What follows belongs to an exercise in optimizing a design on an open flow for small area; a production flow would make more cautious choices.
The RTL was checked by simulation tests, not by an equivalence proof against the original design.
Power figures rest on the tool's default switching activity, not on a simulated workload.

== rev 12 ==
## b1c_interleaver
module b1c_interleaver (
    input  wire clk,
    input  wire rst,
    input  wire in_valid,
    output wire in_ready,
    input  wire in_bit,
    output wire out_valid,
    input  wire out_ready,
    output wire out_bit
);
Size: about 1900 cells after synthesis, roughly 35000 µm² of cells after synthesis.
Settings: LEC_CHECK=0, CAP_MARGIN=20, CORE_MARGIN=2, CORE_UTILIZATION=60, PLACE_DENSITY=0.7, SLEW_MARGIN=20; clock period 10.0 ns.
standard.sh (not shown) runs the stock make flow with config.mk's settings and CLKGATE_MAP_FILE= SYNTH_SCRIPT=/design/flow/synth_recipe.tcl, a recipe that flattens the netlist after the stock synthesis.
==> flow/flow/run.sh <==
#!/bin/bash
# The standard layout (standard.sh: ORFS from synthesis to the final layout),
# with these changes only:
# - clock-tree synthesis: buf_4 clock buffers (buf_2 above the leaves), sink clusters of at most 13
#   flip-flops within 40 um, and no dummy loads;
# - the port buffers (one on every input and output, as standard) are buf_1;
# - after clock-tree synthesis, gates with timing slack are downsized
#   (ORFS's power recovery, RECOVER_POWER).
set -euo pipefail
export CTS_ARGS="-sink_clustering_enable -repair_clock_nets -dont_use_dummy_load -buf_list {sky130_fd_sc_hd__buf_4} -tree_buf sky130_fd_sc_hd__buf_2 -sink_clustering_size 13 -sink_clustering_max_diameter 40"
export BUFFER_PORTS_ARGS="-buffer_cell sky130_fd_sc_hd__buf_1"
export RECOVER_POWER=100
bash standard.sh finish > standard_flow.log 2>&1
Rev 12 finished all stages; the layout is clean.
Changes in rev 13 relative to rev 12:
==> flow/flow/run.sh <==
#!/bin/bash
# The standard layout (standard.sh: ORFS from synthesis to the final layout),
# with only the clock-tree synthesis arguments changed: small clock buffers
# (clkbuf_4), sink clusters of at most 12 flip-flops within 40 um, and no
# dummy loads, to spend less cell area on the clock tree.
set -euo pipefail
export CTS_ARGS="-sink_clustering_enable -repair_clock_nets -dont_use_dummy_load -buf_list {sky130_fd_sc_hd__clkbuf_4} -sink_clustering_size 12 -sink_clustering_max_diameter 40"
bash standard.sh finish > standard_flow.log 2>&1
## What came out
Count of nets after finishing for rev 13: 9 up relative to rev 12
Re largest fanout of any net on the critical path: no difference whatsoever between rev 13 and rev 12.
Final estimated routing congestion in global placement (rev 13 vs. rev 12) decreases slightly
Setup slack after layout delta (rev 12 -> rev 13): insignificant
Rev 13 against rev 12; first-pass GRT wire length is down slightly.
Detailed-route wire length per cell across rev 12 and rev 13: no real change.


try-fjord:
Starting RTL as in the previous note.
## b1c_interleaver
module b1c_interleaver (
    input  wire clk,
    input  wire rst,
    input  wire in_valid,
    output wire in_ready,
    input  wire in_bit,
    output wire out_valid,
    input  wire out_ready,
    output wire out_bit
);
==> flow/config.mk <==
export PLATFORM = sky130hd
export DESIGN_NAME = b1c_interleaver
export DESIGN_NICKNAME = b1c_interleaver
export VERILOG_FILES = /design/flow/design.v
export SDC_FILE = /design/flow/constraint.sdc
export NUM_CORES = 4
export LEC_CHECK = 0
export CAP_MARGIN = 20
export CORE_MARGIN = 2
export CORE_UTILIZATION = 60
export PLACE_DENSITY = 0.7
export SLEW_MARGIN = 20
==> flow/constraint.sdc <==
create_clock -name core_clock -period 10.0 [get_ports {clk}]
set_input_delay 2.0000 -clock core_clock [delete_from_list [all_inputs] [get_ports {clk}]]
set_output_delay 2.0000 -clock core_clock [all_outputs]
set_load 0.01 [all_outputs]
==> flow/flow/run.sh <==
#!/bin/bash
# The standard layout (standard.sh: ORFS from synthesis to the final layout),
# with these changes only:
# - clock-tree synthesis: buf_4 clock buffers, sink clusters of at most 13
#   flip-flops within 40 um, and no dummy loads;
# - the port buffers (one on every input and output, as standard) are buf_1;
# - after clock-tree synthesis, gates with timing slack are downsized
#   (ORFS's power recovery, RECOVER_POWER).
set -euo pipefail
export CTS_ARGS="-sink_clustering_enable -repair_clock_nets -dont_use_dummy_load -buf_list {sky130_fd_sc_hd__buf_4} -sink_clustering_size 13 -sink_clustering_max_diameter 40"
export BUFFER_PORTS_ARGS="-buffer_cell sky130_fd_sc_hd__buf_1"
export RECOVER_POWER=100
bash standard.sh finish > standard_flow.log 2>&1
Setup changes, try-fjord to try-willow
Settings: an added CTS_CLUSTER_SIZE of 30; a deleted PLACE_DENSITY that had been 0.7; a change of CORE_UTILIZATION from 60 to 40; an added CTS_CLUSTER_DIAMETER of 100.
==> flow/run.sh (new file) <==
#!/bin/bash
# synth_recipe.tcl (not shown) runs the flow's synth.tcl, then flattens the netlist and writes it again
# the make line also repeats each setting of config.mk as NAME=value (left out here)
make -C /OpenROAD-flow-scripts/flow DESIGN_CONFIG=/design/flow/config.mk WORK_HOME=/design/flow/orfs CLKGATE_MAP_FILE= SYNTH_SCRIPT=/design/flow/synth_recipe.tcl finish
removed: flow/flow/run.sh
removed: flow/standard.sh
Results
- Relative to try-fjord, the final cell area reported for try-willow is higher.
- Relative to try-fjord, diode insertion count for antenna repair has gone down in try-willow.
- try-fjord -> try-willow: non-clock buffer count delta 0, exact match
- Per the comparison of try-willow with try-fjord, wire length went down, maximum ir drop on the vdd rail went down, synthesis-to-layout area growth went up.
- try-fjord -> try-willow: leakage power increased slightly
- Per the comparison of try-willow with try-fjord, via total after detailed routing down 371, switching share of power down 0.29 points, final period demand of the worst path down 0.091 ns, clock buffer count down 86.
#### Input delta (try-harbor over try-willow)
Settings: clearing CTS_CLUSTER_DIAMETER, which used to be 100; putting PLACE_DENSITY at 0.7 where nothing was set; swapping 40 for 60 in CORE_UTILIZATION; clearing CTS_CLUSTER_SIZE, which used to be 30.
==> flow/flow/run.sh (new file) <==
#!/bin/bash
# The standard layout (standard.sh: ORFS from synthesis to the final layout),
# with only the clock-tree synthesis arguments changed: buf_4 clock buffers,
# sink clusters of at most 13 flip-flops within 40 um, and no dummy loads, to
# spend less cell area on the clock tree.
set -euo pipefail
export CTS_ARGS="-sink_clustering_enable -repair_clock_nets -dont_use_dummy_load -buf_list {sky130_fd_sc_hd__buf_4} -sink_clustering_size 13 -sink_clustering_max_diameter 40"
bash standard.sh finish > standard_flow.log 2>&1
==> flow/standard.sh (new file) <==
#!/bin/bash
# synth_recipe.tcl (not shown) runs the flow's synth.tcl, then flattens the netlist and writes it again
# the make line also repeats each setting of config.mk as NAME=value (left out here)
make -C /OpenROAD-flow-scripts/flow DESIGN_CONFIG=/design/flow/config.mk WORK_HOME=/design/flow/orfs CLKGATE_MAP_FILE= SYNTH_SCRIPT=/design/flow/synth_recipe.tcl "${@:-finish}"
removed: flow/run.sh
[summary]
Sort try-harbor and try-willow by proportion of power drawn by the clock network asc -> top: try-harbor. | internal cell power | lower: try-harbor |. try-harbor has setup slack below what try-willow had. Share of the final layout cell area in sequential cells was higher in try-harbor than in try-willow. On design area: try-harbor sits below try-willow. In try-harbor, final antenna diode count is higher than in try-willow.

-- re-timing with driven ports --
The results above use ideal ports. As a check the final layouts listed here were re-extracted and re-timed, cells and wires unchanged.
Step 1 sets driving cells, clkbuf_16 on the clock port and buf_2 on the other inputs (assumed; they add their load-dependent delay and slew).
Step 2 moves the port delays by t, midway between the first and last clock arrival at a register: inputs arrive t later, outputs are due t later. That takes back most of the time a late clock gives input paths.
a / b / c = ideal ports / drivers / drivers and shift; a / b = the first two.
| run | shift t [ns] | setup slack, ns | cell pins on the clock port's net |
|---|---|---|---|
| rev 12 | 0.927 | 5.160 / 5.109 / 6.037 | 1 |
| rev 13 | 0.998 | 5.160 / 5.107 / 5.811 | 1 |
| try-fjord | 0.848 | 5.260 / 5.212 / 6.060 | 1 |
| try-willow | 0.673 | 5.351 / 5.292 / 5.709 | 1 |
| try-harbor | 0.845 | 5.289 / 5.244 / 5.823 | 1 |
After both steps setup and hold are still met in every run listed.
